Source: an optimization exercise on an open RTL-to-GDS flow (aim: small area, a short achievable clock period and few clock cycles per item). Production flows keep margins and buffers that such runs may drop.
Function was checked by simulation only, so behaviour that the tests miss may differ from the original.
Power figures rest on the tool's default switching activity, not on a simulated workload.

`flow/config.mk`:
```
export PLATFORM = sky130hd
export DESIGN_NAME = dtg_wpe
export DESIGN_NICKNAME = dtg_wpe
export VERILOG_FILES = /design/flow/design.v
export SDC_FILE = /design/flow/constraint.sdc
export NUM_CORES = 4
export LEC_CHECK = 0
export CAP_MARGIN = 20
export CORE_MARGIN = 2
export CORE_UTILIZATION = 40
export PLACE_DENSITY = 0.6
export SETUP_SLACK_MARGIN = 5
export SLEW_MARGIN = 20
```
`flow/constraint.sdc`:
```
create_clock -name core_clock -period 10.0 [get_ports {clk}]
set_input_delay 2.0000 -clock core_clock [delete_from_list [all_inputs] [get_ports {clk}]]
set_output_delay 2.0000 -clock core_clock [all_outputs]
set_load 0.01 [all_outputs]
```
`flow/design.v`:
```
module dtg_wpe (
    input  wire        clk,
    input  wire        rst,           
    input  wire        start,
    input  wire        op,
    input  wire [31:0] freq_hz,
    input  wire [31:0] duty_raw,      
    input  wire [31:0] dt_raw,        
    input  wire [11:0] div16_in,
    input  wire [15:0] top_in,
    output wire        ready,
    output reg         done,
    output reg         err,
    output reg  [11:0] div16,
    output reg  [15:0] top,
    output wire [31:0] cc,
    output wire [15:0] eff_ticks,
    output wire [31:0] achieved_dt_ns,
    output wire [31:0] achieved_freq
);
    localparam [31:0] K0 = 32'd2000000000;    
    localparam [13:0] K1 = 14'd15258;         
    reg        busy;
    reg aSET, aDIV, aDINC, aD1, aD2, aC, aWM, aDONE;
    reg phQ, phC;            
    reg  [4:0] koff;         
    reg d16;                 
    reg topv;                
    reg d2v;                 
    reg dv;                  
    reg [27:0] ra;           
    reg [27:0] ya;           
    reg [29:0] y3;           
    reg [25:0] qa;           
    reg  [4:0] cnta;         
    reg  [1:0] kb;           
    reg mWTOP, mD2, mA, mWT, mE2, mE3, mADT, mDONE;
    reg mB;                  
    reg needd2;
    reg [20:0] acc;          
    reg  [2:0] cntm;
    reg [16:0] duty_q;       
    reg  [5:0] mbd;          
    reg tWD, tSAT, tDIV, tDONE;
    reg [12:0] rt;           
    reg [15:0] nq;           
    reg  [4:0] cntt;
    reg        sat;
    reg [15:0] a_r;
    reg [15:0] b_r;
    reg [26:0] adt;
    wire [25:0] qinc = qa + 26'd1;
    wire [16:0] qdec = qa[16:0] - 17'd1;
    assign ready          = ~busy;
    assign cc             = {b_r, a_r};
    assign eff_ticks      = nq;
    assign achieved_dt_ns = {5'd0, adt};
    assign achieved_freq  = {7'd0, qinc[25:1]};    
    wire        f_err   = (freq_hz < 32'd4) | (freq_hz > 32'd41666666);
    wire        f_big   = (freq_hz > 32'd953);
    wire        d16_in  = (div16_in == 12'd16);
    wire [16:0] duty_c  = duty_raw[31]               ? 17'd0 :
                          (duty_raw > 32'h0001_0000) ? 17'h1_0000 :
                                                       duty_raw[16:0];
    wire [27:0] dt_c    = dt_raw[31]          ? 28'd0 :
                          (|dt_raw[30:27])    ? 28'h800_0000 :
                                                {1'b0, dt_raw[26:0]};
    function [4:0] msb28(input [27:0] v);
        integer i;
        begin
            msb28 = 5'd0;
            for (i = 0; i < 28; i = i + 1)
                if (v[i]) msb28 = i[4:0];
        end
    endfunction
    function kbit(input [4:0] idx);
        begin
            kbit = (idx != 5'd31) & K0[idx];
        end
    endfunction
    wire [4:0]  ym      = msb28(ya);
    wire [4:0]  ridx    = 5'd31 - ym + {4'd0, ~(ym[0] ^ koff[0])};
    wire [4:0]  k_init  = ridx - 5'd2;
    wire [31:0] r_init  = K0 >> ridx;
    wire [1:0]  kb_init = {kbit(ridx - 5'd1), kbit(k_init)};
    wire [1:0]  kb_next = {kbit(cnta - 5'd1), kbit(cnta - 5'd2)};
    wire        alast   = (cnta == koff);
    wire [29:0] sh      = {ra, kb};
    wire [29:0] ax = ({30{aDIV}} & sh) |
                     ({30{aSET}} & {ya, 2'b00}) |
                     ({30{aD1}}  & {2'b0, ra}) |
                     ({30{aD2}}  & {16'd0, K1});
    wire [30:0] az  = {1'b0, ax} - {3'b0, ya};
    wire [30:0] az2 = {1'b0, sh} - {2'b0, ya, 1'b0};
    wire [30:0] az3 = {1'b0, sh} - {1'b0, y3};
    wire        ge1 = ~az[30];
    wire        ge2 = ~az2[30];
    wire        ge3 = ~az3[30];
    wire [27:0] rnext = ge3 ? az3[27:0] : ge2 ? az2[27:0] : ge1 ? az[27:0] : sh[27:0];
    wire [1:0]  qd    = {ge2, ge3 | (ge1 & ~ge2)};
    function [4:0] dwin(input [11:0] d, input [2:0] j);
        reg [16:0] dx;
        begin
            dx   = {4'd0, d, 1'b0};
            dwin = dx >> {j[1:0], 2'b00};
        end
    endfunction
    wire [4:0]  nwin = ~busy ? (d16_in ? 5'b00001 : {div16_in[3:0], 1'b0}) :
                       mA    ? duty_q[7:3] :
                       ((mD2 & ~d16 & (cntm != 3'd3)) | mADT) ? dwin(div16, cntm1) :
                       (mE3 | (mWTOP & needd2)) ? {div16[3:0], 1'b0} :
                                                  {duty_q[3:0], 1'b0};
    wire [5:0]  nbd  = {nwin[4] & ~(nwin[3] & nwin[2]),
                        (nwin[4:2] == 3'b011) | (nwin[4:2] == 3'b100),
                        nwin[3] ^ nwin[2],
                        nwin[2] & ~(nwin[1] & nwin[0]),
                        (nwin[2:0] == 3'b011) | (nwin[2:0] == 3'b100),
                        nwin[1] ^ nwin[0]};
    wire        bneg1 = mbd[5];
    wire        btwo1 = mbd[4];
    wire        bone1 = mbd[3];
    wire        bneg0 = mbd[2];
    wire        btwo0 = mbd[1];
    wire        bone0 = mbd[0];
    wire [15:0] mx    = mADT ? nq : top;
    wire [18:0] bmag0 = ({19{btwo0}} & {2'b0, mx, 1'b0}) | ({19{bone0}} & {3'b0, mx});
    wire [18:0] bmag1 = ({19{btwo1}} & {2'b0, mx, 1'b0}) | ({19{bone1}} & {3'b0, mx});
    wire [18:0] pp0   = bmag0 ^ {19{bneg0}};               
    wire [18:0] pp1   = bmag1 ^ {19{bneg1}};
    wire [20:0] mo1 = ({21{mB}}  & acc) |
                      ({21{mWT}} & {5'b0, a_r}) |
                      ({21{mE3}} & {5'b0, b_r});
    wire [20:0] mo2 = ({21{mB}}  & {{2{pp0[18]}}, pp0}) |
                      ({21{mWT}} & {5'b0, nq}) |
                      ({21{mE3}} & ~{5'b0, a_r});
    wire [20:0] mo3 = {21{mB}} & {pp1, bneg1, bneg1};
    wire [20:0] cs_s = mo1 ^ mo2 ^ mo3;
    wire [20:0] cs_c = (mo1 & mo2) | (mo1 & mo3) | (mo2 & mo3);
    wire        mc0  = (mB & bneg0) | mE3;
    wire        mcin = (mB & bneg1) | (mWT & (|rt));
    wire [21:0] msum1 = {cs_s, 1'b1} + {cs_c[19:0], mc0, mcin};
    wire [20:0] msum = msum1[21:1];
    wire [20:0] mshr = {{4{msum[20]}}, msum[20:4]};
    wire        s_lt = acc[16:0] < {1'b0, top};
    wire [2:0]  cntm1 = cntm + 3'd1;
    wire [12:0] tsh  = tSAT ? rt : {rt[11:0], nq[15]};
    wire [13:0] tz   = {1'b0, tsh} - {2'b0, div16};
    wire        tge  = ~tz[13];
    wire        t8   = (rt == 13'd0) & ({4'd0, nq[15:8]} < div16);
    wire a_fin = (aDIV & alast & ~phQ & ~phC) | aDONE;
    wire m_fin = mDONE | (mADT & (cntm == 3'd3)) | (mE3 & d16);
    wire fin   = a_fin & m_fin;
    always @(posedge clk) begin
        done <= 1'b0;
        mbd  <= nbd;
        if (!busy) begin
            err    <= ~op & f_err;
            topv   <= 1'b0;
            d2v    <= 1'b0;
            dv     <= 1'b0;
            sat    <= 1'b0;
            duty_q <= duty_c;
            rt     <= dt_c[27:15];
            nq     <= {dt_c[14:0], 1'b0};
            cntm   <= 3'd0;
            ya     <= {2'b0, freq_hz[25:0]};
            div16  <= op ? div16_in : 12'd16;
            top    <= top_in;
            acc    <= d16_in ? 21'd1 : {9'd0, div16_in};
            d16    <= op ? d16_in : f_big;
            needd2 <= op | ~f_big;
            koff   <= (op ? d16_in : f_big) ? 5'd4 : op ? 5'd0 : 5'd17;
            phQ    <= ~op & ~f_big;
            phC    <= ~op & f_big;
            if (start) begin
                busy <= 1'b1;
                if (op) begin
                    mD2   <= 1'b1;
                    mB    <= 1'b1;
                    aWM   <= 1'b1;
                    tSAT  <= 1'b1;
                end else if (f_err) begin
                    aDONE <= 1'b1;
                    mDONE <= 1'b1;
                    tDONE <= 1'b1;
                end else if (f_big) begin
                    aSET  <= 1'b1;
                    mWTOP <= 1'b1;
                    tSAT  <= 1'b1;
                end else begin
                    aSET  <= 1'b1;
                    mWTOP <= 1'b1;
                    tWD   <= 1'b1;
                end
            end
        end else begin
            if (aSET) begin
                ra   <= r_init[27:0];
                y3   <= az[29:0];
                cnta <= k_init;
                kb   <= kb_init;
                qa   <= 26'd0;
                aSET <= 1'b0;
                aDIV <= 1'b1;
            end
            if (aDIV) begin
                ra   <= rnext;
                qa   <= {qa[23:0], qd};
                cnta <= cnta - 5'd2;
                kb   <= kb_next;
                if (alast) begin
                    aDIV  <= 1'b0;
                    aDINC <= phQ;
                    aC    <= phC;
                    aDONE <= ~phQ & ~phC;
                end
            end
            if (aDINC) begin
                div16 <= qinc[11:0];
                dv    <= 1'b1;
                aDINC <= 1'b0;
                aD1   <= 1'b1;
            end
            if (aD1) begin
                ya  <= az[27:0];
                aD1 <= 1'b0;
                aD2 <= 1'b1;
            end
            if (aD2) begin
                ya   <= az[27:0];
                koff <= 5'd0;
                phQ  <= 1'b0;
                phC  <= 1'b1;
                aD2  <= 1'b0;
                aSET <= 1'b1;
            end
            if (aC) begin
                qa   <= {1'b0, qinc[25:1]};
                top  <= qdec[16:1];
                topv <= 1'b1;
                phC  <= 1'b0;
                aC   <= 1'b0;
                if (d16) begin
                    ya   <= {11'd0, qinc[17:1]};
                    aSET <= 1'b1;
                end else begin
                    aWM  <= 1'b1;
                end
            end
            if (aWM && d2v) begin
                aWM  <= 1'b0;
                aSET <= 1'b1;
            end
            if (mWTOP && topv) begin
                cntm  <= 3'd0;
                mWTOP <= 1'b0;
                if (needd2) begin
                    acc  <= {9'd0, div16};
                    mD2  <= 1'b1;
                    mB   <= 1'b1;
                end else begin
                    acc  <= 21'd0;
                    mA   <= 1'b1;
                    mB   <= 1'b1;
                end
            end
            if (mD2) begin
                ya[15:0] <= {msum[3:0], ya[15:4]};
                acc  <= mshr;
                cntm <= cntm1;
                if (d16 || cntm == 3'd3) begin
                    if (d16) ya <= {11'd0, msum[16:0]};
                    else     ya[27:16] <= mshr[11:0];
                    d2v  <= 1'b1;
                    acc  <= 21'd0;
                    cntm <= 3'd0;
                    mD2  <= 1'b0;
                    mA   <= 1'b1;
                end
            end
            if (mA) begin
                acc    <= mshr;
                duty_q <= {4'd0, duty_q[16:4]};
                cntm   <= cntm1;
                if (cntm == 3'd4) begin
                    a_r <= msum[15:0];
                    mA  <= 1'b0;
                    mB  <= 1'b0;
                    mWT <= 1'b1;
                end
            end
            if (mWT && tDONE) begin
                mWT <= 1'b0;
                if (sat) begin
                    b_r <= top;
                    mE3 <= 1'b1;
                end else begin
                    acc <= msum;
                    mE2 <= 1'b1;
                end
            end
            if (mE2) begin
                b_r <= s_lt ? acc[15:0] : top;
                mE2 <= 1'b0;
                mE3 <= 1'b1;
            end
            if (mE3) begin
                nq    <= msum[15:0];
                adt   <= {8'd0, msum[15:0], 3'd0};
                acc   <= 21'd1;
                cntm  <= 3'd0;
                mE3   <= 1'b0;
                mADT  <= ~d16;
                mB    <= ~d16;
                mDONE <= d16;
            end
            if (mADT) begin
                adt[14:0] <= {msum[3:0], adt[14:4]};
                acc  <= mshr;
                cntm <= cntm1;
                if (cntm == 3'd3) begin
                    adt[26:15] <= mshr[11:0];
                    mADT  <= 1'b0;
                    mB    <= 1'b0;
                    mDONE <= 1'b1;
                end
            end
            if (tWD && dv) begin
                tWD  <= 1'b0;
                tSAT <= 1'b1;
            end
            if (tSAT) begin
                tSAT <= 1'b0;
                if (tge) begin
                    sat   <= 1'b1;
                    tDONE <= 1'b1;
                end else if (t8) begin
                    rt   <= {5'd0, nq[15:8]};
                    nq   <= {nq[7:0], 8'd0};
                    cntt <= 5'd8;
                    tDIV <= 1'b1;
                end else begin
                    cntt <= 5'd16;
                    tDIV <= 1'b1;
                end
            end
            if (tDIV) begin
                rt   <= tge ? tz[12:0] : tsh;
                nq   <= {nq[14:0], tge};
                cntt <= cntt - 5'd1;
                if (cntt == 5'd1) begin
                    tDIV  <= 1'b0;
                    tDONE <= 1'b1;
                end
            end
            if (fin) begin
                done <= 1'b1;
                busy <= 1'b0;
                {aSET, aDIV, aDINC, aD1, aD2, aC, aWM, aDONE} <= 8'd0;
                {mWTOP, mD2, mA, mWT, mE2, mE3, mADT, mDONE, mB} <= 9'd0;
                {tWD, tSAT, tDIV, tDONE} <= 4'd0;
            end
        end
        if (rst) begin
            busy <= 1'b0;
            done <= 1'b0;
            {aSET, aDIV, aDINC, aD1, aD2, aC, aWM, aDONE} <= 8'd0;
            {mWTOP, mD2, mA, mWT, mE2, mE3, mADT, mDONE, mB} <= 9'd0;
            {tWD, tSAT, tDIV, tDONE} <= 4'd0;
        end
    end
endmodule
```
`flow/flow/run.sh`:
```
#!/bin/bash
set -euo pipefail
cd "$(dirname "$0")/.."
export BUFFER_PORTS_ARGS="-buffer_cell sky130_fd_sc_hd__buf_1"
bash standard.sh > standard.log 2>&1
```
`flow/standard.sh`:
```
#!/bin/bash
# synth_recipe.tcl (not shown) runs the flow's synth.tcl, then flattens the netlist and writes it again
# the make line also repeats each setting of config.mk as NAME=value (left out here)
make -C /OpenROAD-flow-scripts/flow DESIGN_CONFIG=/design/flow/config.mk WORK_HOME=/design/flow/orfs CLKGATE_MAP_FILE= SYNTH_SCRIPT=/design/flow/synth_recipe.tcl "${@:-finish}"
```
==> results.py, run 1 <==
metrics = {
    "run_status": {
        "outcome": "no timing/DRC/antenna violations",
    },
    "worst_setup_path": {
        "crit_chain": "and3_1, nand4_1, nor4_2, nor2b_1, nand2_1, xnor2_1, buf_1",
        "crit_path_end_kind": "primary output",
        "startpoint_type": "flip-flop",
        "path_class": "reg -> out",
        "crit_required_ps": 8000,
        "critical-path-max-stage-delay_ps": 550,
        "timing.critical_path.arrival_ps": 2860,
        "reg2reg_from": "ya[8]",
        "crit_path_start": "qa[7]",
        "crit_path_max_fanout": 8,
        "cpMaxStageDelayCell": "edfxtp_1",
    },
    "die": {
        "die_area_sq_um": 70000,
        "core.rowCount": 95,
        "io_pins": 271,
        "floorplan.initialDensity": 0.404,
        "chipHeight_um": 265,
        "core_area_sq_um": 67200,
        "horiz_die_dim_um": 265,
    },
    "sta": {
        "clock.fmax_mhz": 206,
        "max_slew.worst_pin.slew_ps": 1150,
        "timing.max_slew.rel_slack": 0.222,
        "total_count_of_max_transition_violations_in_the_final_report": 0,
        "setup_repair_after_global_routing_missed_its_margin": "false",
        "fin_skew_ps": 16.4,
        "finalCritPeriodShare": 0.486,
        "setup_viol": 0,
        "min_period_ps": 4860,
        "total_neg_setup_slack_ps": 0,
        "post-route-worst-setup-slack_ps": 5140,
        "final-hold-violation-count": 0,
        "whs_ps": 496,
    },
    "synthesis": {
        "yosysMostFrequentCell": "a21oi_1",
        "synth-seq-area-share": 0.318,
        "post_synth_instance_area_sq_um": 27200,
        "synth_commonest_cells": "a21oi_1, nor2_1, nand2_1",
        "synth_flop_cell": "edfxtp_1",
        "ys_ff_latch": 321,
        "async_reset_ff_frac": 0,
        "yosysUniqueCellTypes": 94,
        "postSynthCellCount": 3203,
        "netlist.top_cell.by_area": "edfxtp_1",
        "synth-edff-count": 220,
        "yosysTopAreaCellShare": 0.243,
        "synth.yosys.warnings": 1,
        "syn_avg_cell_area_sq_um": 8.48,
        "cell_types_with_the_largest_area_share_after_synthesis": "edfxtp_1, ha_1, dfxtp_1, a21oi_1, xnor2_1",
    },
    "pwr": {
        "p_sw_mw": 2.00,
        "worst_ir_drop_vdd_v": 0.000106,
        "seqPwrFrac": 0.332,
        "p_leak_nw": 11.9,
        "power.switching_fraction": 0.388,
        "design_power_total_mw": 5.14,
        "p_clk_frac": 0.292,
        "power.combinational.fraction": 0.376,
        "internal_power_mw": 3.15,
        "power_per_cell_area_nw_per_um2": 169,
    },
    "clocking": {
        "h-tree-depth": 2,
        "worst_skew_pair_later_pin_latency_ps": 580,
        "clock_path_buffers": 3,
        "cts-hold-fix-buffers": 0,
        "cts_made_buffers": 40,
        "clk_pin_slew_ps": 60,
        "cts_tree": "built",
        "clk_root_buffer_cell": "clkbuf_16",
        "cts.sink_count": 321,
    },
    "detailed_routing": {
        "route.antenna.remaining_nets": 0,
        "routed_wl_um": 105000,
        "avgViaCountPerCell": 6.25,
        "vias": 26700,
        "routed_wire_length_per_instance_um": 24.7,
        "initial_drc_count": 3453,
        "drc_errors": 0,
        "first_pass_iters": 10,
    },
    "place": {
        "place.detailed.instances": 4192,
        "pre_cts_ws_ps": 4660,
        "portBuffers": 258,
        "place.gp.congestion": 0.952,
        "detailed_place_hpwl_um": 80000,
        "total_cell_area_at_the_placement_stage_sq_um": 28900,
    },
    "global_route": {
        "number_of_antenna_violations_at_the_first_check_in_global_routing": 2,
        "first_global_vias": 24700,
        "grt_max_degree": 88,
        "grt_pass1_wl_um": 157000,
        "grt_usage": 0.291,
        "grt.overflow.total": 0,
    },
    "layout": {
        "synthToLayoutAreaGrowth_pct": 11.8,
        "layoutNonFillerInstCount": 4273,
        "fill_cells": 6690,
        "layout.core_utilization": 0.452,
        "postLayoutCellArea_sq_um": 30400,
        "drive_above_1_share": 0.0747,
        "multi_input_comb_area_sq_um": 17000,
        "seq_area_sq_um": 8650,
        "layout.nets": 3683,
    },
    "flow_run": {
        "max-cap-violations": 0,
    },
    "worst_hold_path": {
        "hp-class": "reg -> reg",
        "worstHoldStart": "cntm[2]",
    },
}
-- final cells by class --
| cell class | instances | area share |
|---|---|---|
| multi-input combinational | 2465 | 0.561 |
| sequential | 321 | 0.285 |
| timing repair buffer | 315 | 0.0469 |
| tap | 873 | 0.0360 |
| clock buffer | 51 | 0.0353 |
| inverter | 224 | 0.0280 |
| clock inverter | 22 | 0.00795 |
| antenna | 2 | 0.000165 |
-- repair_timing --
action                                  4_1_cts  5_1_grt
endpoints found under the setup margin       46       62
cloned                                        0        1
setup buffers                                 0        5
gates resized for setup                       4       29
pin swaps                                     0        1
-- power groups by stage --
stage          Combinational (mW)  Clock (mW)  Sequential (mW)
6_report                     1.93        1.50             1.71
5_1_grt                      2.08        1.57             1.72
4_1_cts                      1.87        1.52             1.70
3_5_place_dp                 1.86           0             1.73
3_3_place_gp                 1.86           0             1.73
2_1_floorplan                1.31           0             1.64
-- layout by cell type, fill, tap and decap left out, types with 16 or more instances in the layout --
master / n
a21oi_1: 277
nor2_1: 258
buf_1: 258
nand2_1: 237
edfxtp_1: 220
inv_1: 219
o21ai_0: 192
ha_1: 163
xnor2_1: 124
dfxtp_1: 88
nor3_1: 83
nand3_1: 79
a22oi_1: 66
a21o_1: 59
mux2_2: 56
a22o_1: 55
buf_4: 53
xor2_1: 51
mux2i_1: 50
a222oi_1: 46
clkbuf_16: 42
a31oi_1: 38
a211oi_1: 38
and2_1: 35
nand2b_1: 35
o211ai_1: 32
nor4_1: 30
o21a_1: 27
nor2b_1: 26
and3_1: 25
fa_1: 25
or2_2: 18
or3_1: 16
-- state kept, by name, summed over array words and instances (netlist names), 16 cells and up --
| signal | flops |
|---|---|
| acc | 21 |
| y3 | 30 |
| nq | 16 |
| adt | 27 |
| ra | 28 |
| b_r | 16 |
| top | 16 |
| qa | 26 |
| duty_q | 17 |
| ya | 28 |
| a_r | 16 |
-- critical path, delay by kind of cell (launching register included) --
family	cells	cell delay [ps]
AND/OR/NAND/NOR	5	1260
flip-flops	1	550
XOR/XNOR	1	240
buffers and inverters	1	240
-- cell families (layout without fill, tap and decap cells) --
group | Yosys count | count (layout) | share of synthesized area
AO/OA/AOI/OAI | 1064 | 1064 | 0.266
XOR/XNOR | 180 | 181 | 0.0590
adder cells (fa/ha/maj) | 188 | 188 | 0.0935
buffers and inverters | 429 | 612 | 0.0619
flip-flops | 321 | 321 | 0.318
multiplexers | 106 | 106 | 0.0416
other | 1 | 14 | 0.000138
AND/OR/NAND/NOR | 914 | 914 | 0.160
-- metal layers --
layer  vias to the layer above  global-route usage  wire length (um)
met5                         -                   0                13
met4                         2               0.132              5000
met3                       258              0.0434              8980
met2                      1379               0.463             47800
met1                     12800               0.391             43700
li1                      12300                   -                 -
-- final timing paths --
path | endpoint | slack (ps) | cells after the start
setup / recovery | achieved_freq[21] | 5140 | 7
hold / removal | cntm[2] | 500 | 2
setup reg to reg | kb[0] | 5230 | 15
hold reg to reg | cntm[2] | 500 | 2
Testbench counts, summed over its fixed seeds: cycles 52,640, items 2,400.
==> inputs of run 2 (changes only) <==
==> flow/flow/run.sh (replaced) <==
#!/bin/bash
set -euo pipefail
cd "$(dirname "$0")/.."
export SETUP_SLACK_MARGIN=5.5
export BUFFER_PORTS_ARGS="-buffer_cell sky130_fd_sc_hd__buf_1"
bash standard.sh > standard.log 2>&1
--- a/flow/config.mk
+++ b/flow/config.mk
@@ -9,5 +9,4 @@
 export CORE_MARGIN = 2
 export CORE_UTILIZATION = 40
 export PLACE_DENSITY = 0.6
-export SETUP_SLACK_MARGIN = 5
 export SLEW_MARGIN = 20
==> run 2 against run 1 <==
  * Still clean on timing, DRC and antenna
  * Utilization rose by 1.3 points
  * First-iteration DRC count up 3.1%
  * Register-to-register slack better by 360 ps
  * Hold slack gained 2.9 ps
  * Maximum frequency up 8.2%
  * Final area rose by 3.0%
  * Clock skew up 11 ps
  * Critical endpoint is now achieved_freq[5]
  * Largest cell class unchanged
==> results.py, run 2 <==
metrics = {
    "synthesis": {
        "synth.yosys.warnings": 1,
        "postSynthCellCount": 3203,
        "xor_xnor_cell_area_share_of_the_yosys_netlist": 0.0590,
        "cell_types_with_the_largest_area_share_after_synthesis": "edfxtp_1, ha_1, dfxtp_1, a21oi_1, xnor2_1",
        "muxShareOfSynthArea": 0.0416,
        "syn_avg_cell_area_sq_um": 8.48,
        "synth_compound_area_frac": 0.266,
        "synth-simple-area-share": 0.160,
        "yosysMostFrequentCell": "a21oi_1",
        "ys_ff_latch": 321,
        "synth-seq-area-share": 0.318,
        "synth-edff-count": 220,
        "synth_commonest_cells": "a21oi_1, nor2_1, nand2_1",
        "yosysUniqueCellTypes": 94,
        "synth_flop_cell": "edfxtp_1",
        "post_synth_instance_area_sq_um": 27200,
        "yosysTopAreaCellShare": 0.243,
        "netlist.top_cell.by_area": "edfxtp_1",
        "post_synthesis_share_of_cell_area_spent_on_full_adders_half_adders_and_majority_gates": 0.0935,
        "largest_family_of_logic_cells_by_synthesized_area": "compound AO/OA/AOI/OAI gates",
        "async_reset_ff_frac": 0,
    },
    "detailed_routing": {
        "route.antenna.remaining_nets": 0,
        "routed_wl_um": 108000,
        "drc_errors": 0,
        "first_pass_iters": 10,
        "initial_drc_count": 3559,
        "avgViaCountPerCell": 6.31,
        "routed_wire_length_per_instance_um": 24.9,
        "vias": 27300,
    },
    "sta": {
        "final-hold-violation-count": 0,
        "fin_skew_ps": 27.1,
        "setup_viol": 0,
        "setup_repair_after_global_routing_missed_its_margin": "true",
        "total_count_of_max_transition_violations_in_the_final_report": 0,
        "finalCritPeriodShare": 0.450,
        "whs_ps": 499,
        "min_period_ps": 4500,
        "max_slew.worst_pin.slew_ps": 1130,
        "clock.fmax_mhz": 222,
        "post-route-worst-setup-slack_ps": 5500,
        "total_neg_setup_slack_ps": 0,
        "timing.max_slew.rel_slack": 0.244,
    },
    "place": {
        "portBuffers": 258,
        "detailed_place_hpwl_um": 80900,
        "pre_cts_ws_ps": 4540,
        "total_cell_area_at_the_placement_stage_sq_um": 28900,
        "place.detailed.instances": 4195,
        "place.gp.congestion": 0.968,
    },
    "layout": {
        "antenna_cells_inserted": 0,
        "synthToLayoutAreaGrowth_pct": 15.1,
        "biggest_register": "y3",
        "drive_above_1_share": 0.113,
        "most_common_cell_after_layout_fill_and_taps_aside": "a21oi_1",
        "layout_common_cells": "a21oi_1, buf_1, nor2_1",
        "largest_reg_flops": 30,
        "layout.core_utilization": 0.466,
        "postLayoutCellArea_sq_um": 31300,
        "layoutNonFillerInstCount": 4327,
        "largestRegisters": "y3 x30, ra x28, ya x28",
        "layout.nets": 3738,
        "fill_cells": 6626,
    },
    "die": {
        "floorplan.initialDensity": 0.404,
        "horiz_die_dim_um": 265,
        "io_pins": 271,
        "core.rowCount": 95,
        "core_area_sq_um": 67200,
        "chipHeight_um": 265,
        "die_area_sq_um": 70000,
    },
    "worst_setup_path": {
        "crit_path_max_fanout": 4,
        "crit_path_end_kind": "primary output",
        "startpoint_type": "flip-flop",
        "timing.critical_path.arrival_ps": 2500,
        "crit_required_ps": 8000,
        "path_class": "reg -> out",
        "reg_to_reg_setup_timing_slack_ps": 5590,
    },
    "global_route": {
        "grt_pass1_wl_um": 158000,
        "first_global_vias": 25100,
        "grt.overflow.total": 0,
        "number_of_antenna_violations_at_the_first_check_in_global_routing": 4,
        "grt_usage": 0.294,
        "grt_max_degree": 85,
    },
    "run_status": {
        "outcome": "no timing/DRC/antenna violations",
    },
    "pwr": {
        "worst_ir_drop_vdd_v": 0.000101,
        "power_per_cell_area_nw_per_um2": 167,
        "p_leak_nw": 12.3,
        "design_power_total_mw": 5.23,
    },
    "clocking": {
        "clk_pin_slew_ps": 60,
        "cts_made_buffers": 40,
        "clk_root_buffer_cell": "clkbuf_16",
        "cts_tree": "built",
        "clock_path_buffers": 3,
        "cts-hold-fix-buffers": 0,
        "worst_skew_pair_later_pin_latency_ps": 580,
        "cts.sink_count": 321,
        "h-tree-depth": 2,
    },
    "worst_hold_path": {
        "hp-class": "reg -> reg",
    },
    "flow_run": {
        "max-cap-violations": 0,
    },
}
[run 2: cell counts after synthesis]
Identical to the previous run, type by type.
[run 2: path summary, 6_finish.rpt]
kind	endpoint	from	depth (start not counted)
min	tWD	tWD	2
max	achieved_freq[5]	qa[0]	5
min reg2reg	tWD	tWD	2
max reg2reg	acc[16]	mADT	19
[run 2: area by class of cell]
cell class	count	area (sq um)	area share
clock inverters	21	196	0.00628
repair buffers	370	1880	0.0602
well taps	873	1090	0.0349
multi-input cells	2465	17500	0.559
inverters	224	847	0.0271
clock buffers	53	1110	0.0356
flip-flops and latches	321	8660	0.277
[run 2: what timing repair did]
action	CTS	global route
endpoints found under the setup margin	127	119
gates cloned	2	1
gates resized for setup	49	101
pin swaps	6	33
setup buffers	24	31
[run 2: metal layers]
layer | part of all wire | track usage
met5 | 0.00016 | 0
met4 | 0.046 | 0.121
met3 | 0.091 | 0.0437
met2 | 0.45 | 0.477
met1 | 0.41 | 0.393
[run 2: logic make-up (layout without fill, tap and decap cells)]
group | after synthesis | in the layout
adder cells (fa/ha/maj) | 188 | 188
buffers and inverters | 429 | 668
XOR/XNOR | 180 | 181
AND/OR/NAND/NOR | 914 | 914
other | 1 | 12
multiplexers | 106 | 106
AO/OA/AOI/OAI | 1064 | 1064
flip-flops | 321 | 321
[run 2: report_power, final]
part | total [mW] | internal, mW | switching [mW] | leakage [nW]
Clock | 1.49 | 0.864 | 0.628 | 0.629
Combinational | 2.04 | 0.769 | 1.27 | 8.72
Sequential | 1.71 | 1.55 | 0.153 | 2.95
Total | 5.23 | 3.19 | 2.05 | 12.3
[run 2: worst max-delay path, cell delays in order, from the launching register on]
cell and delay, ps:
edfxtp_1 410, ha_1 200, nand3_1 260, nor2_2 270, xor2_1 560, buf_1 220
==> inputs of run 3 (changes only) <==
--- a/flow/design.v
+++ b/flow/design.v
@@ -21,7 +21,7 @@
     localparam [31:0] K0 = 32'd2000000000;    
     localparam [13:0] K1 = 14'd15258;         
     reg        busy;
-    reg aSET, aDIV, aDINC, aD1, aD2, aC, aWM, aDONE;
+    reg aSET, aDIV, aD1, aD2, aC, aWM, aDONE;
     reg phQ, phC;            
     reg  [4:0] koff;         
     reg d16;                 
@@ -153,6 +153,12 @@
     always @(posedge clk) begin
         done <= 1'b0;
         mbd  <= nbd;
+        ra   <= rnext;
+        cnta <= cnta - 5'd2;
+        kb   <= kb_next;
+        acc  <= mshr;
+        cntm <= cntm1;
+        cntt <= cntt - 5'd1;
         if (!busy) begin
             err    <= ~op & f_err;
             topv   <= 1'b0;
@@ -210,18 +216,14 @@
                 kb   <= kb_next;
                 if (alast) begin
                     aDIV  <= 1'b0;
-                    aDINC <= phQ;
+                    aD1   <= phQ;
                     aC    <= phC;
                     aDONE <= ~phQ & ~phC;
                 end
             end
-            if (aDINC) begin
+            if (aD1) begin
                 div16 <= qinc[11:0];
                 dv    <= 1'b1;
-                aDINC <= 1'b0;
-                aD1   <= 1'b1;
-            end
-            if (aD1) begin
                 ya  <= az[27:0];
                 aD1 <= 1'b0;
                 aD2 <= 1'b1;
@@ -356,7 +358,7 @@
             if (fin) begin
                 done <= 1'b1;
                 busy <= 1'b0;
-                {aSET, aDIV, aDINC, aD1, aD2, aC, aWM, aDONE} <= 8'd0;
+                {aSET, aDIV, aD1, aD2, aC, aWM, aDONE} <= 7'd0;
                 {mWTOP, mD2, mA, mWT, mE2, mE3, mADT, mDONE, mB} <= 9'd0;
                 {tWD, tSAT, tDIV, tDONE} <= 4'd0;
             end
@@ -364,7 +366,7 @@
         if (rst) begin
             busy <= 1'b0;
             done <= 1'b0;
-            {aSET, aDIV, aDINC, aD1, aD2, aC, aWM, aDONE} <= 8'd0;
+            {aSET, aDIV, aD1, aD2, aC, aWM, aDONE} <= 7'd0;
             {mWTOP, mD2, mA, mWT, mE2, mE3, mADT, mDONE, mB} <= 9'd0;
             {tWD, tSAT, tDIV, tDONE} <= 4'd0;
         end
==> flow/flow/run.sh (replaced) <==
#!/bin/bash
set -euo pipefail
cd "$(dirname "$0")/.."
export BUFFER_PORTS_ARGS="-buffer_cell sky130_fd_sc_hd__buf_1"
bash standard.sh > standard.log 2>&1
--- a/flow/config.mk
+++ b/flow/config.mk
@@ -9,4 +9,5 @@
 export CORE_MARGIN = 2
 export CORE_UTILIZATION = 40
 export PLACE_DENSITY = 0.6
+export SETUP_SLACK_MARGIN = 5
 export SLEW_MARGIN = 20
==> run 3 against run 2 <==
  * Clock skew decreased by 2.6 ps
  * First-iteration DRC count decreased by 8.8%
  * Largest power group unchanged
  * Area after synthesis decreased by 2.6%
==> results.py, run 3 <==
metrics = {
    "synthesis": {
        "netlist.top_cell.by_area": "edfxtp_1",
        "synth-edff-count": 181,
        "cell_types_with_the_largest_area_share_after_synthesis": "edfxtp_1, dfxtp_1, ha_1, a21oi_1, nand2_1",
        "synth-seq-area-share": 0.311,
        "yosysUniqueCellTypes": 89,
        "synth.yosys.warnings": 1,
        "syn_avg_cell_area_sq_um": 8.30,
        "synth_flop_cell": "edfxtp_1",
        "yosysTopAreaCellShare": 0.205,
        "postSynthCellCount": 3186,
        "ys_ff_latch": 320,
        "async_reset_ff_frac": 0,
        "synth_commonest_cells": "nand2_1, nor2_1, a21oi_1",
        "yosysMostFrequentCell": "nand2_1",
        "post_synth_instance_area_sq_um": 26500,
    },
    "global_route": {
        "grt.overflow.total": 0,
        "number_of_antenna_violations_at_the_first_check_in_global_routing": 5,
        "grt_max_degree": 69,
        "first_global_vias": 24300,
        "grt_usage": 0.300,
        "grt_pass1_wl_um": 155000,
    },
    "die": {
        "core_area_sq_um": 65600,
        "die_area_sq_um": 68200,
        "horiz_die_dim_um": 261,
        "io_pins": 271,
        "core.rowCount": 94,
        "chipHeight_um": 261,
        "floorplan.initialDensity": 0.403,
    },
    "sta": {
        "min_period_ps": 4890,
        "final-hold-violation-count": 0,
        "clock.fmax_mhz": 204,
        "setup_viol": 0,
        "finalCritPeriodShare": 0.489,
        "timing.max_slew.rel_slack": 0.191,
        "total_neg_setup_slack_ps": 0,
        "total_count_of_max_transition_violations_in_the_final_report": 0,
        "max_slew.worst_pin.slew_ps": 1190,
        "setup_repair_after_global_routing_missed_its_margin": "false",
        "fin_skew_ps": 24.5,
    },
    "place": {
        "portBuffers": 258,
        "detailed_place_hpwl_um": 81100,
        "place.gp.congestion": 1.00,
    },
    "clocking": {
        "cts.sink_count": 320,
        "h-tree-depth": 2,
        "cts-hold-fix-buffers": 0,
        "clock_path_buffers": 3,
        "worst_skew_pair_later_pin_latency_ps": 570,
        "clk_root_buffer_cell": "clkbuf_16",
        "clk_pin_slew_ps": 60,
        "cts_made_buffers": 39,
        "cts_tree": "built",
    },
    "worst_setup_path": {
        "crit_required_ps": 10290,
        "startpoint_type": "flip-flop",
        "timing.critical_path.arrival_ps": 5180,
        "reg2reg_path_depth": 15,
        "reg2reg_from": "aDIV",
        "path_class": "reg -> reg",
        "r2r-end": "qa[0]",
        "crit_path_max_fanout": 36,
        "reg_to_reg_setup_timing_slack_ps": 5110,
        "crit_path_end_kind": "flip-flop",
    },
    "layout": {
        "synthToLayoutAreaGrowth_pct": 12.1,
        "largest_reg_flops": 30,
        "largestRegisters": "y3 x30, ra x28, ya x28",
        "antenna_cells_inserted": 0,
        "layout.nets": 3680,
        "multi_input_comb_area_sq_um": 16700,
        "biggest_register": "y3",
        "most_common_cell_after_layout_fill_and_taps_aside": "nand2_1",
        "drive_above_1_share": 0.0704,
        "seq_area_sq_um": 8230,
        "layout_common_cells": "nand2_1, nor2_1, buf_1",
        "fill_cells": 6609,
    },
    "pwr": {
        "p_sw_mw": 2.90,
        "power.switching_fraction": 0.437,
        "worst_ir_drop_vdd_v": 0.000230,
        "power_per_cell_area_nw_per_um2": 223,
        "p_leak_nw": 11.7,
        "internal_power_mw": 3.73,
        "design_power_total_mw": 6.62,
        "power.combinational.fraction": 0.487,
        "p_clk_frac": 0.227,
        "seqPwrFrac": 0.286,
    },
    "worst_hold_path": {
        "hp-class": "reg -> reg",
        "worstHoldStart": "cntt[0]",
        "min_to": "cntt[0]",
        "worst_hold_path.num_cells": 1,
    },
    "detailed_routing": {
        "vias": 26500,
        "initial_drc_count": 3245,
        "drc_errors": 0,
        "routed_wire_length_per_instance_um": 24.9,
        "route.antenna.remaining_nets": 0,
        "avgViaCountPerCell": 6.22,
        "routed_wl_um": 106000,
        "first_pass_iters": 10,
    },
    "flow_run": {
        "max-cap-violations": 0,
    },
    "run_status": {
        "outcome": "no timing/DRC/antenna violations",
    },
}
## run 3: cell types whose count changed after synthesis, sizes merged, moves of 9 or more
cell | previous run | this run
a21oi | 279 | 239
xnor2 | 128 | 116
a222oi | 46 | 34
edfxtp | 220 | 181
nand3 | 79 | 58
nand2 | 237 | 314
o22ai | 14 | 31
o21a | 27 | 37
a221oi | 10 | 22
dfxtp | 101 | 139
nand2b | 35 | 26
nor3 | 86 | 72
## run 3: power groups by stage
| stage | sequential (mW) | clock [mW] | combinational [mW] |
|---|---|---|---|
| after floorplan | 1.75 | 0 | 2.30 |
| after global routing | 1.91 | 1.55 | 3.53 |
| after global placement | 1.91 | 0 | 3.12 |
| after CTS | 1.88 | 1.51 | 3.16 |
| final | 1.89 | 1.50 | 3.23 |
| after detailed placement | 1.91 | 0 | 3.12 |
## run 3: layout make-up
| cell class | count | area share |
|---|---|---|
| Timing Repair Buffer | 324 | 0.0498 |
| Clock inverter | 17 | 0.00705 |
| Sequential cell | 320 | 0.278 |
| Tap cell | 864 | 0.0365 |
| Inverter | 220 | 0.0280 |
| Multi-Input combinational cell | 2459 | 0.564 |
| Clock buffer | 54 | 0.0369 |
## run 3: cells by family after synthesis
group	synth area share
AOI/OAI and AO/OA	0.272
xor gates and xnor gates	0.0572
muxes	0.0383
and+or+nand+nor	0.163
adders and majority gates	0.0960
other	0.000142
DFF	0.311
buffers and inverters	0.0625
## run 3: critical path: stages (launching register included)
cell and delay (ps):
dfxtp_1 300, buf_4 260, a22oi_1 220, ha_1 200
inv_1 60, fa_1 420, a211oi_1 300, o21ai_1 210
a21oi_1 510, o21bai_1 270, a21oi_1 520, o311a_1 240
buf_4 230, nor2_1 130, o21ai_0 570, o21ai_0 140
## run 3: timing repair
item,4_1_cts,5_1_grt
pin swaps,1,2
resized for setup,2,17
buffers inserted,3,2
endpoints found under the setup margin,8,52
## run 3: worst max-delay path by stage
| stage | to | start |
|---|---|---|
| 2_1_floorplan | acc[19] | mADT |
| 3_3_place_gp | adt[18] | mE3 |
| 3_5_place_dp | adt[18] | mE3 |
| 4_1_cts | ya[13] | mADT |
| 5_1_grt | acc[19] | mADT |
| 6_report | qa[0] | aDIV |
## run 3: stage by stage
stage	utilization	hold WS [ps]	cells	setup slack [ps]	area (sq um)
after floorplan	-	429	3197	5380	26500
after global placement	0.430	448	4182	4960	28200
after detailed placement	0.430	459	4182	4820	28200
after CTS	0.450	472	4256	5020	29600
after global routing	0.452	505	4258	5000	29600
final	0.452	469	4258	5110	29600
## run 3: layer usage
layer,share of wire,global-route usage
met1,0.41,0.401
met2,0.44,0.471
met3,0.087,0.0498
met4,0.056,0.143
met5,0.00027,0
Testbench counts of run 3, summed over its fixed seeds: cycles 52,219, items 2,400.
==> inputs of run 4 (changes only) <==
==> flow/flow/run.sh (replaced) <==
#!/bin/bash
set -euo pipefail
cd "$(dirname "$0")/.."
export SETUP_SLACK_MARGIN=5.5
export BUFFER_PORTS_ARGS="-buffer_cell sky130_fd_sc_hd__buf_1"
bash standard.sh > standard.log 2>&1
--- a/flow/config.mk
+++ b/flow/config.mk
@@ -9,5 +9,4 @@
 export CORE_MARGIN = 2
 export CORE_UTILIZATION = 40
 export PLACE_DENSITY = 0.6
-export SETUP_SLACK_MARGIN = 5
 export SLEW_MARGIN = 20
==> run 4 against run 3 <==
  * Setup slack better by 480 ps
  * Critical path depth unchanged
  * Die area unchanged
  * Non-clock buffer count increased by 30
==> results.py, run 4 <==
metrics = {
    "clocking": {
        "cts_made_buffers": 40,
        "clock_path_buffers": 3,
        "h-tree-depth": 2,
        "worst_skew_pair_later_pin_latency_ps": 570,
        "cts_tree": "built",
        "clk_root_buffer_cell": "clkbuf_16",
        "cts.sink_count": 320,
        "clk_pin_slew_ps": 60,
    },
    "layout": {
        "largestRegisters": "y3 x30, ra x28, ya x28",
        "drive_above_1_share": 0.101,
        "layout.nets": 3711,
        "synthToLayoutAreaGrowth_pct": 14.6,
        "biggest_register": "y3",
        "most_common_cell_after_layout_fill_and_taps_aside": "nand2_1",
        "seq_area_sq_um": 8240,
        "layout.core_utilization": 0.462,
        "multi_input_comb_area_sq_um": 17100,
        "largest_reg_flops": 30,
        "layout_common_cells": "nand2_1, nor2_1, buf_1",
        "antenna_cells_inserted": 0,
        "fill_cells": 6608,
    },
    "die": {
        "die_area_sq_um": 68200,
        "chipHeight_um": 261,
        "horiz_die_dim_um": 261,
        "core.rowCount": 94,
        "floorplan.initialDensity": 0.403,
        "io_pins": 271,
        "core_area_sq_um": 65600,
    },
    "synthesis": {
        "async_reset_ff_frac": 0,
        "synth.yosys.warnings": 1,
        "netlist.top_cell.by_area": "edfxtp_1",
        "cell_types_with_the_largest_area_share_after_synthesis": "edfxtp_1, dfxtp_1, ha_1, a21oi_1, nand2_1",
        "syn_avg_cell_area_sq_um": 8.30,
        "synth_flop_cell": "edfxtp_1",
        "muxShareOfSynthArea": 0.0383,
        "synth-edff-count": 181,
        "yosysMostFrequentCell": "nand2_1",
        "synth-simple-area-share": 0.163,
        "yosysUniqueCellTypes": 89,
        "largest_family_of_logic_cells_by_synthesized_area": "compound AO/OA/AOI/OAI gates",
        "synth-seq-area-share": 0.311,
        "synth_compound_area_frac": 0.272,
        "yosysTopAreaCellShare": 0.205,
        "postSynthCellCount": 3186,
        "post_synthesis_share_of_cell_area_spent_on_full_adders_half_adders_and_majority_gates": 0.0960,
        "synth_commonest_cells": "nand2_1, nor2_1, a21oi_1",
        "post_synth_instance_area_sq_um": 26500,
        "xor_xnor_cell_area_share_of_the_yosys_netlist": 0.0572,
        "ys_ff_latch": 320,
    },
    "worst_setup_path": {
        "crit_required_ps": 10510,
        "reg_to_reg_setup_timing_slack_ps": 5590,
        "crit_chain": "inv_1, o21ai_0, o2111ai_1, a21o_1, a21oi_1, ha_1, and2_1, a221oi_2, and3_2, nor2_2, inv_1, ha_1, mux2i_1, a221oi_1, or3_1",
        "timing.critical_path.arrival_ps": 4920,
        "critical-path-max-stage-delay_ps": 570,
        "critPathTopFamily": "compound AO/OA/AOI/OAI gates",
        "crit_path_max_fanout": 8,
        "startpoint_type": "flip-flop",
        "path_class": "reg -> reg",
        "worst-path-buf-inv": 2,
        "cpMaxStageDelayCell": "a221oi_1",
        "crit_path_end_kind": "flip-flop",
    },
    "sta": {
        "clock.fmax_mhz": 227,
        "finalCritPeriodShare": 0.441,
        "final-hold-violation-count": 0,
        "timing.max_slew.rel_slack": 0.232,
        "max_slew.worst_pin.slew_ps": 1120,
        "setup_viol": 0,
        "total_neg_setup_slack_ps": 0,
        "fin_skew_ps": 21.1,
        "setup_repair_after_global_routing_missed_its_margin": "true",
        "post-route-worst-setup-slack_ps": 5590,
        "min_period_ps": 4410,
        "total_count_of_max_transition_violations_in_the_final_report": 0,
    },
    "pwr": {
        "design_power_total_mw": 6.70,
        "power_per_cell_area_nw_per_um2": 221,
        "worst_ir_drop_vdd_v": 0.000193,
        "p_leak_nw": 12.0,
    },
    "global_route": {
        "grt_max_degree": 85,
        "grt.overflow.total": 0,
        "number_of_antenna_violations_at_the_first_check_in_global_routing": 5,
        "grt_usage": 0.298,
        "first_global_vias": 24400,
        "grt_pass1_wl_um": 155000,
    },
    "detailed_routing": {
        "routed_wl_um": 106000,
        "initial_drc_count": 3548,
        "avgViaCountPerCell": 6.22,
        "routed_wire_length_per_instance_um": 24.7,
        "first_pass_iters": 9,
        "drc_errors": 0,
        "vias": 26700,
        "route.antenna.remaining_nets": 0,
    },
    "place": {
        "place.gp.congestion": 1.02,
        "portBuffers": 258,
        "pre_cts_ws_ps": 4910,
        "detailed_place_hpwl_um": 80600,
    },
    "run_status": {
        "outcome": "no timing/DRC/antenna violations",
    },
    "flow_run": {
        "max-cap-violations": 0,
    },
    "worst_hold_path": {
        "hp-class": "reg -> reg",
    },
}
run 4: cell counts after synthesis:
No cell type changed its count.
run 4: layer usage:
layer / up-vias / wire [um] / share of wire / track usage
li1: 12200 / - / - / -
met1: 12800 / 43000 / 0.41 / 0.397
met2: 1426 / 47200 / 0.45 / 0.471
met3: 306 / 9920 / 0.094 / 0.0501
met4: 8 / 5820 / 0.055 / 0.141
met5: - / 55 / 0.00052 / 0
run 4: logic make-up (layout without fill, tap and decap cells):
| group | Yosys count | count (layout) |
|---|---|---|
| multiplexers | 95 | 95 |
| other | 1 | 12 |
| flip-flops | 320 | 320 |
| adder cells (fa/ha/maj) | 188 | 188 |
| XOR/XNOR | 171 | 171 |
| AND/OR/NAND/NOR | 937 | 937 |
| buffers and inverters | 418 | 648 |
| AO/OA/AOI/OAI | 1056 | 1056 |
run 4: timing repair:
| action | 4_1_cts | 5_1_grt |
|---|---|---|
| hold buffers | 0 | 0 |
| pin swaps | 5 | 15 |
| buffers inserted | 14 | 18 |
| setup endpoints to repair | 86 | 102 |
| resized for setup | 35 | 89 |
run 4: final cells by class:
| class | count | share of cell area |
|---|---|---|
| Clock buffer | 60 | 0.0385 |
| Clock inverter | 14 | 0.00602 |
| Inverter | 220 | 0.0272 |
| Multi-Input combinational cell | 2459 | 0.564 |
| Sequential cell | 320 | 0.272 |
| Tap cell | 864 | 0.0356 |
| Timing Repair Buffer | 354 | 0.0569 |
run 4: per-stage QoR:
step	std cells	hold WS [ps]	area, sq um
global route	4291	486	30300
CTS	4272	474	29800
finish	4291	467	30300
detailed placement	4184	458	28200
global placement	4184	449	28200
floorplan	3197	429	26500
run 4: worst register-to-register path: stages (launching register included):
cell,delay (ps)
dfxtp_1,470
inv_1,140
o21ai_0,250
o2111ai_1,260
a21o_1,250
a21oi_1,130
ha_1,300
and2_1,180
a221oi_2,480
and3_2,390
nor2_2,120
inv_1,180
ha_1,290
mux2i_1,160
a221oi_1,570
or3_1,190
run 4: path summary, 6_finish.rpt:
check,startpoint,endpoint,cells after the start
setup / recovery,ya[4],ra[3],15
hold / removal,cntt[0],cntt[0],1
setup reg to reg,ya[4],ra[3],15
hold reg to reg,cntt[0],cntt[0],1
run 4: report_power, final:
part           internal, mW  switching (mW)  leakage [nW]  total [mW]
sequential             1.60           0.283          2.90        1.88
combinational          1.29            1.98          8.41        3.27
clock                 0.915           0.624         0.658        1.54
total                  3.80            2.89          12.0        6.70
==> inputs of run 5 (changes only) <==
--- a/flow/design.v
+++ b/flow/design.v
@@ -26,7 +26,6 @@
     reg  [4:0] koff;         
     reg d16;                 
     reg topv;                
-    reg d2v;                 
     reg dv;                  
     reg [27:0] ra;           
     reg [27:0] ya;           
@@ -162,7 +161,6 @@
         if (!busy) begin
             err    <= ~op & f_err;
             topv   <= 1'b0;
-            d2v    <= 1'b0;
             dv     <= 1'b0;
             sat    <= 1'b0;
             duty_q <= duty_c;
@@ -210,10 +208,7 @@
                 aDIV <= 1'b1;
             end
             if (aDIV) begin
-                ra   <= rnext;
                 qa   <= {qa[23:0], qd};
-                cnta <= cnta - 5'd2;
-                kb   <= kb_next;
                 if (alast) begin
                     aDIV  <= 1'b0;
                     aD1   <= phQ;
@@ -224,9 +219,9 @@
             if (aD1) begin
                 div16 <= qinc[11:0];
                 dv    <= 1'b1;
-                ya  <= az[27:0];
-                aD1 <= 1'b0;
-                aD2 <= 1'b1;
+                ya    <= az[27:0];
+                aD1   <= 1'b0;
+                aD2   <= 1'b1;
             end
             if (aD2) begin
                 ya   <= az[27:0];
@@ -249,10 +244,6 @@
                     aWM  <= 1'b1;
                 end
             end
-            if (aWM && d2v) begin
-                aWM  <= 1'b0;
-                aSET <= 1'b1;
-            end
             if (mWTOP && topv) begin
                 cntm  <= 3'd0;
                 mWTOP <= 1'b0;
@@ -268,12 +259,11 @@
             end
             if (mD2) begin
                 ya[15:0] <= {msum[3:0], ya[15:4]};
-                acc  <= mshr;
-                cntm <= cntm1;
                 if (d16 || cntm == 3'd3) begin
                     if (d16) ya <= {11'd0, msum[16:0]};
                     else     ya[27:16] <= mshr[11:0];
-                    d2v  <= 1'b1;
+                    aWM  <= 1'b0;
+                    aSET <= 1'b1;
                     acc  <= 21'd0;
                     cntm <= 3'd0;
                     mD2  <= 1'b0;
@@ -281,9 +271,7 @@
                 end
             end
             if (mA) begin
-                acc    <= mshr;
                 duty_q <= {4'd0, duty_q[16:4]};
-                cntm   <= cntm1;
                 if (cntm == 3'd4) begin
                     a_r <= msum[15:0];
                     mA  <= 1'b0;
@@ -318,8 +306,6 @@
             end
             if (mADT) begin
                 adt[14:0] <= {msum[3:0], adt[14:4]};
-                acc  <= mshr;
-                cntm <= cntm1;
                 if (cntm == 3'd3) begin
                     adt[26:15] <= mshr[11:0];
                     mADT  <= 1'b0;
@@ -349,7 +335,6 @@
             if (tDIV) begin
                 rt   <= tge ? tz[12:0] : tsh;
                 nq   <= {nq[14:0], tge};
-                cntt <= cntt - 5'd1;
                 if (cntt == 5'd1) begin
                     tDIV  <= 1'b0;
                     tDONE <= 1'b1;
==> run 5 against run 4 <==
  * Sequential share of layout area decreased by 0.077 points
  * Clock power increased by 4%
  * Count of clock-buffer cells in the layout fell by 9
  * Sequential power is essentially flat
  * Largest cell class unchanged
  * Highest routed layer unchanged
==> results.py, run 5 <==
metrics = {
    "worst_setup_path": {
        "crit_chain": "inv_1, o21ai_4, a22oi_2, xnor2_1, a222oi_1, fa_1, inv_2, ha_4, o21a_1, o21ba_4, a221o_1, a31oi_4, o221ai_2, a21o_1, a21oi_4, xnor2_4, mux2i_1, a21oi_1",
        "path_class": "reg -> reg",
        "cp_num_cells": 18,
        "reg_to_reg_setup_timing_slack_ps": 5510,
        "worst-path-buf-inv": 2,
        "reg2reg_from": "top[4]",
        "crit_required_ps": 10310,
        "cpMaxStageDelayCell": "edfxtp_1",
        "critPathTopFamily": "compound AO/OA/AOI/OAI gates",
        "startpoint_type": "flip-flop",
        "crit_path_end_kind": "flip-flop",
        "r2r-end": "adt[15]",
        "timing.critical_path.arrival_ps": 4800,
        "crit_path_max_fanout": 8,
        "critical-path-max-stage-delay_ps": 490,
        "reg2reg_path_depth": 18,
    },
    "global_route": {
        "grt_pass1_wl_um": 151000,
        "first_global_vias": 23500,
        "grt_max_degree": 72,
        "number_of_antenna_violations_at_the_first_check_in_global_routing": 1,
        "grt.overflow.total": 0,
        "grt_usage": 0.296,
    },
    "worst_hold_path": {
        "min_to": "cntt[0]",
        "worst_hold_path.num_cells": 1,
        "hp-class": "reg -> reg",
        "worstHoldStart": "cntt[0]",
    },
    "die": {
        "floorplan.initialDensity": 0.402,
        "core.rowCount": 93,
        "core_area_sq_um": 64100,
        "chipHeight_um": 258,
        "io_pins": 271,
        "horiz_die_dim_um": 258,
        "die_area_sq_um": 66400,
    },
    "detailed_routing": {
        "initial_drc_count": 3471,
        "routed_wl_um": 104000,
        "vias": 26000,
        "route.antenna.remaining_nets": 0,
        "avgViaCountPerCell": 6.24,
        "drc_errors": 0,
        "first_pass_iters": 8,
        "routed_wire_length_per_instance_um": 24.9,
    },
    "synthesis": {
        "syn_avg_cell_area_sq_um": 8.48,
        "postSynthCellCount": 3038,
        "post_synth_instance_area_sq_um": 25800,
        "cell_types_with_the_largest_area_share_after_synthesis": "edfxtp_1, dfxtp_1, ha_1, a21oi_1, xnor2_1",
        "yosysTopAreaCellShare": 0.211,
        "synth.yosys.warnings": 1,
        "synth_commonest_cells": "a21oi_1, nor2_1, nand2_1",
        "yosysUniqueCellTypes": 92,
        "yosysMostFrequentCell": "a21oi_1",
        "synth-seq-area-share": 0.317,
        "ys_ff_latch": 318,
        "synth-edff-count": 181,
        "async_reset_ff_frac": 0,
        "synth_flop_cell": "edfxtp_1",
        "netlist.top_cell.by_area": "edfxtp_1",
    },
    "clocking": {
        "cts_made_buffers": 41,
        "cts.sink_count": 318,
        "clk_pin_slew_ps": 60,
        "clk_root_buffer_cell": "clkbuf_16",
        "cts-hold-fix-buffers": 0,
        "clock_path_buffers": 3,
        "worst_skew_pair_later_pin_latency_ps": 600,
        "cts_tree": "built",
        "h-tree-depth": 2,
    },
    "pwr": {
        "power_per_cell_area_nw_per_um2": 232,
        "worst_ir_drop_vdd_v": 0.000150,
        "p_leak_nw": 12.1,
    },
    "layout": {
        "synthToLayoutAreaGrowth_pct": 17.5,
        "layout_common_cells": "buf_1, nor2_1, a21oi_1",
        "layout.nets": 3592,
        "fill_cells": 6311,
        "largest_reg_flops": 30,
        "most_common_cell_after_layout_fill_and_taps_aside": "buf_1",
        "seq_area_sq_um": 8210,
        "multi_input_comb_area_sq_um": 16700,
        "layoutNonFillerInstCount": 4165,
        "largestRegisters": "y3 x30, ra x28, ya x28",
        "drive_above_1_share": 0.121,
        "biggest_register": "y3",
    },
    "place": {
        "portBuffers": 258,
        "detailed_place_hpwl_um": 76000,
        "place.gp.congestion": 0.991,
        "place.detailed.instances": 4022,
    },
    "sta": {
        "total_count_of_max_transition_violations_in_the_final_report": 0,
        "timing.max_slew.rel_slack": 0.230,
        "max_slew.worst_pin.slew_ps": 1150,
        "clock.fmax_mhz": 223,
        "setup_repair_after_global_routing_missed_its_margin": "true",
        "final-hold-violation-count": 0,
        "total_neg_setup_slack_ps": 0,
        "finalCritPeriodShare": 0.449,
        "fin_skew_ps": 31.1,
        "setup_viol": 0,
        "min_period_ps": 4490,
    },
    "flow_run": {
        "max-cap-violations": 0,
    },
    "run_status": {
        "outcome": "no timing/DRC/antenna violations",
    },
}
==> run 5: routing by layer <==
| metal | share of wire | GRT usage | vias up | wire length [um] |
|---|---|---|---|---|
| li1 | - | - | 11700 | - |
| met1 | 0.43 | 0.421 | 12600 | 44200 |
| met2 | 0.44 | 0.448 | 1471 | 45200 |
| met3 | 0.097 | 0.0497 | 248 | 10000 |
| met4 | 0.041 | 0.112 | 2 | 4230 |
| met5 | 0.00013 | 0 | - | 13 |
==> run 5: worst register-to-register path, stage by stage, from the launching register on <==
cell and delay, ps:
edfxtp_1 490, inv_1 160, o21ai_4 210, a22oi_2 110
xnor2_1 140, a222oi_1 290, fa_1 490, inv_2 90
ha_4 200, o21a_1 190, o21ba_4 210, a221o_1 330
a31oi_4 280, o221ai_2 160, a21o_1 200, a21oi_4 180
xnor2_4 190, mux2i_1 190, a21oi_1 80
==> run 5: worst max-delay path by stage <==
stage	start	to	slack, ps
finish	top[4]	adt[15]	5510
global route	mADT	adt[15]	5390
CTS	top[0]	adt[18]	5460
detailed placement	mADT	adt[18]	4350
global placement	mADT	adt[18]	4410
floorplan	mADT	adt[18]	5650
==> run 5: cells by family after synthesis <==
family | synth area share
DFF | 0.317
buffers and inverters | 0.0634
and+or+nand+nor | 0.154
xor gates and xnor gates | 0.0615
muxes | 0.0430
other | 0.000146
adders and majority gates | 0.0986
AOI/OAI and AO/OA | 0.262
==> run 5: report_power, final <==
part | leakage, nW | total [mW] | internal (mW) | switching [mW]
Clock | 0.711 | 1.60 | 0.933 | 0.662
Sequential | 2.89 | 1.89 | 1.60 | 0.297
Combinational | 8.51 | 3.53 | 1.42 | 2.11
Total | 12.1 | 7.02 | 3.95 | 3.07
==> run 5: area by class of cell <==
type | instances | area share
multi-input cells | 2317 | 0.553
flip-flops and latches | 318 | 0.271
repair buffers | 374 | 0.0655
clock buffers | 51 | 0.0382
well taps | 855 | 0.0353
inverters | 224 | 0.0279
clock inverters | 25 | 0.00917
diodes | 1 | 0.0000826
==> run 5: what timing repair did <==
| action | 4_1_cts | 5_1_grt |
|---|---|---|
| gates resized for setup | 75 | 110 |
| setup buffers | 26 | 35 |
| setup endpoints to repair | 126 | 87 |
| cloned | 2 | 2 |
| pin swaps | 18 | 73 |
==> run 5: stage by stage <==
stage | cell area [sq um] | util | hold slack, ps | total power, mW | setup WS [ps]
after floorplan | 25800 | - | 429 | 4.13 | 5650
after global placement | 27500 | 0.428 | 446 | 5.09 | 4410
after detailed placement | 27500 | 0.429 | 455 | 5.10 | 4350
after CTS | 29500 | 0.459 | 466 | 6.79 | 5460
after global routing | 30300 | 0.472 | 508 | 7.38 | 5390
final | 30300 | 0.472 | 467 | 7.02 | 5510
Testbench counts of run 5, summed over its fixed seeds: cycles 51,944, items 2,400.
==> inputs of run 6 (changes only) <==
--- a/flow/config.mk
+++ b/flow/config.mk
@@ -5,6 +5,7 @@
 export SDC_FILE = /design/flow/constraint.sdc
 export NUM_CORES = 4
 export LEC_CHECK = 0
+export ABC_AREA = 1
 export CAP_MARGIN = 20
 export CORE_MARGIN = 2
 export CORE_UTILIZATION = 40
==> run 6 against run 5 <==
  * Still clean on timing, DRC and antenna
  * First-iteration DRC count shrank 20%
  * Register-to-register slack is essentially flat
  * Combinational power shrank 14%
  * Clock skew shrank 9.0 ps
  * Hold slack lost 14 ps
  * Routed wire length shrank 3.4%
==> results.py, run 6 <==
metrics = {
    "detailed_routing": {
        "avgViaCountPerCell": 5.65,
        "routed_wl_um": 100000,
        "routed_wire_length_per_instance_um": 21.6,
        "first_pass_iters": 6,
        "vias": 26200,
        "route.antenna.remaining_nets": 0,
        "initial_drc_count": 2770,
        "drc_errors": 0,
    },
    "synthesis": {
        "postSynthCellCount": 3484,
        "yosysTopAreaCellShare": 0.214,
        "ys_ff_latch": 318,
        "async_reset_ff_frac": 0,
        "netlist.top_cell.by_area": "edfxtp_1",
        "yosysUniqueCellTypes": 64,
        "cell_types_with_the_largest_area_share_after_synthesis": "edfxtp_1, dfxtp_1, nand2_1, ha_1, inv_1",
        "post_synth_instance_area_sq_um": 25400,
        "synth-seq-area-share": 0.322,
        "syn_avg_cell_area_sq_um": 7.28,
        "yosysMostFrequentCell": "nand2_1",
        "synth_flop_cell": "edfxtp_1",
        "synth.yosys.warnings": 1,
        "synth-edff-count": 181,
        "synth_commonest_cells": "nand2_1, inv_1, a21oi_1",
    },
    "worst_setup_path": {
        "critPathTopFamily": "simple AND/OR/NAND/NOR gates",
        "path_class": "reg -> out",
        "crit_path_end_kind": "primary output",
        "cp_common_cell": "nand4_1",
        "timing.critical_path.arrival_ps": 2940,
        "cpMaxStageDelayCell": "edfxtp_1",
        "crit_required_ps": 8000,
        "crit_path_max_fanout": 4,
        "startpoint_type": "flip-flop",
        "worst-path-buf-inv": 1,
        "critical-path-max-stage-delay_ps": 470,
        "crit_chain": "ha_4, nand4_1, nor2_2, nand2_2, nor2_4, nand4_1, nor3_2, nand4_1, nor3_2, xor2_1, buf_2",
    },
    "run_status": {
        "outcome": "no timing/DRC/antenna violations",
    },
    "layout": {
        "layoutNonFillerInstCount": 4644,
        "layout.nets": 4083,
        "largestRegisters": "y3 x30, ra x28, ya x28",
        "synthToLayoutAreaGrowth_pct": 17.5,
        "drive_above_1_share": 0.110,
        "antenna_cells_inserted": 0,
        "fill_cells": 6407,
        "biggest_register": "y3",
        "largest_reg_flops": 30,
        "most_common_cell_after_layout_fill_and_taps_aside": "nand2_1",
        "layout_common_cells": "nand2_1, inv_1, a21oi_1",
    },
    "clocking": {
        "cts_tree": "built",
        "worst_skew_pair_later_pin_latency_ps": 590,
        "cts.sink_count": 318,
        "clk_pin_slew_ps": 60,
        "cts-hold-fix-buffers": 0,
        "clk_root_buffer_cell": "clkbuf_16",
        "cts_made_buffers": 40,
        "h-tree-depth": 2,
        "clock_path_buffers": 3,
    },
    "die": {
        "die_area_sq_um": 65400,
        "core_area_sq_um": 62900,
        "core.rowCount": 92,
        "horiz_die_dim_um": 256,
        "floorplan.initialDensity": 0.404,
        "io_pins": 271,
        "chipHeight_um": 256,
    },
    "global_route": {
        "grt_max_degree": 59,
        "grt.overflow.total": 0,
        "number_of_antenna_violations_at_the_first_check_in_global_routing": 6,
        "grt_usage": 0.293,
        "first_global_vias": 23900,
        "grt_pass1_wl_um": 148000,
    },
    "sta": {
        "total_count_of_max_transition_violations_in_the_final_report": 0,
        "setup_repair_after_global_routing_missed_its_margin": "true",
        "timing.max_slew.rel_slack": 0.267,
        "max_slew.worst_pin.slew_ps": 1100,
        "total_neg_setup_slack_ps": 0,
        "fin_skew_ps": 22.1,
        "finalCritPeriodShare": 0.494,
        "min_period_ps": 4940,
        "whs_ps": 453,
        "final-hold-violation-count": 0,
        "clock.fmax_mhz": 203,
        "setup_viol": 0,
    },
    "place": {
        "place.detailed.instances": 4483,
        "place.gp.congestion": 0.959,
        "detailed_place_hpwl_um": 77100,
        "portBuffers": 258,
    },
    "pwr": {
        "power_per_cell_area_nw_per_um2": 211,
        "worst_ir_drop_vdd_v": 0.000185,
        "p_leak_nw": 13.0,
        "design_power_total_mw": 6.28,
    },
    "worst_hold_path": {
        "hp-class": "reg -> reg",
    },
    "flow_run": {
        "max-cap-violations": 0,
    },
}
-- run 6: timing repair --
| action | CTS | global route |
|---|---|---|
| setup endpoints to repair | 129 | 121 |
| pin swaps | 21 | 61 |
| gates cloned | 3 | 2 |
| resized for setup | 75 | 143 |
| setup buffers | 37 | 46 |
-- run 6: path summary, 6_finish.rpt --
path,start,endpoint,slack (ps),cells after the start
setup / recovery,qa[0],achieved_freq[23],5060,11
hold / removal,aDONE,aDONE,450,2
setup reg to reg,top[0],ya[15],5500,25
hold reg to reg,aDONE,aDONE,450,2
-- run 6: power breakdown --
group	switching (mW)	leakage [nW]	internal [mW]
clock	0.618	0.626	0.816
combinational	1.95	9.51	1.08
sequential	0.231	2.89	1.58
total	2.79	13.0	3.48
-- run 6: per-layer routing --
metal	vias up	global-route usage	wire, um
met2	1267	0.478	45900
met1	12300	0.392	41500
met5	-	0	27
li1	12500	-	-
met4	4	0.104	3840
met3	200	0.0472	8890
-- run 6: area by class of cell --
| cell class | count | area (sq um) | area share |
|---|---|---|---|
| Multi-Input combinational cell | 2538 | 15300 | 0.514 |
| Sequential cell | 318 | 8200 | 0.275 |
| Timing Repair Buffer | 375 | 2040 | 0.0683 |
| Inverter | 491 | 1890 | 0.0634 |
| Clock buffer | 53 | 1150 | 0.0388 |
| Tap cell | 846 | 1060 | 0.0355 |
| Clock inverter | 20 | 120 | 0.00403 |
| Timing Repair inverter | 3 | 15.0 | 0.000504 |
-- run 6: through the flow --
step / utilization / cell area (sq um) / setup WS (ps)
floorplan: - / 25400 / 5520
global placement: 0.430 / 27000 / 4700
detailed placement: 0.430 / 27000 / 4690
CTS: 0.460 / 28900 / 5070
global route: 0.474 / 29800 / 4900
finish: 0.474 / 29800 / 5060
-- run 6: cells by family after synthesis --
| kind of cell | share of synthesized area |
|---|---|
| buffers and inverters | 0.0986 |
| flip-flops | 0.322 |
| AND/OR/NAND/NOR | 0.200 |
| multiplexers | 0.00281 |
| adder cells (fa/ha/maj) | 0.100 |
| other | 0.000148 |
| XOR/XNOR | 0.0394 |
| AO/OA/AOI/OAI | 0.237 |
-- run 6: worst reg2reg max path, delay by kind of cell (launching register included) --
family	cells	cell delay (ps)
flops	1	540
buf+inv	4	440
compound gates	11	1570
xor+xnor	1	150
fa+ha+maj	2	930
simple gates	7	750

separate check: timing with driven ports:
In the flow no input, the clock included, has a driving cell. The finished layouts below were timed again as built, in two steps.
Step 1 assumes that a clkbuf_16 drives the clock port and a buf_2 every other input.
Step 2 also shifts input and output timing later by t, the mid clock arrival at the registers, as if the neighbouring blocks saw the same clock.
Slacks: ideal / step 1 / step 2; pairs: ideal / step 1.
run	t (ns)	setup WS [ns]	worst slew at a driven data input, ns
run 1	0.635	5.135 / 5.068 / 5.225	0.10
run 2	0.635	5.503 / 5.436 / 5.361	0.11
run 3	0.624	5.109 / 5.109 / 5.109	0.11
run 4	0.627	5.590 / 5.548 / 5.590	0.11
run 5	0.655	5.506 / 5.477 / 5.081	0.10
run 6	0.643	5.063 / 4.996 / 5.273	0.08
After both steps every run listed still meets setup and hold. For run 5, which loses most, drivers alone change the setup slack by -0.029 ns; drivers and shift together by -0.425 ns.
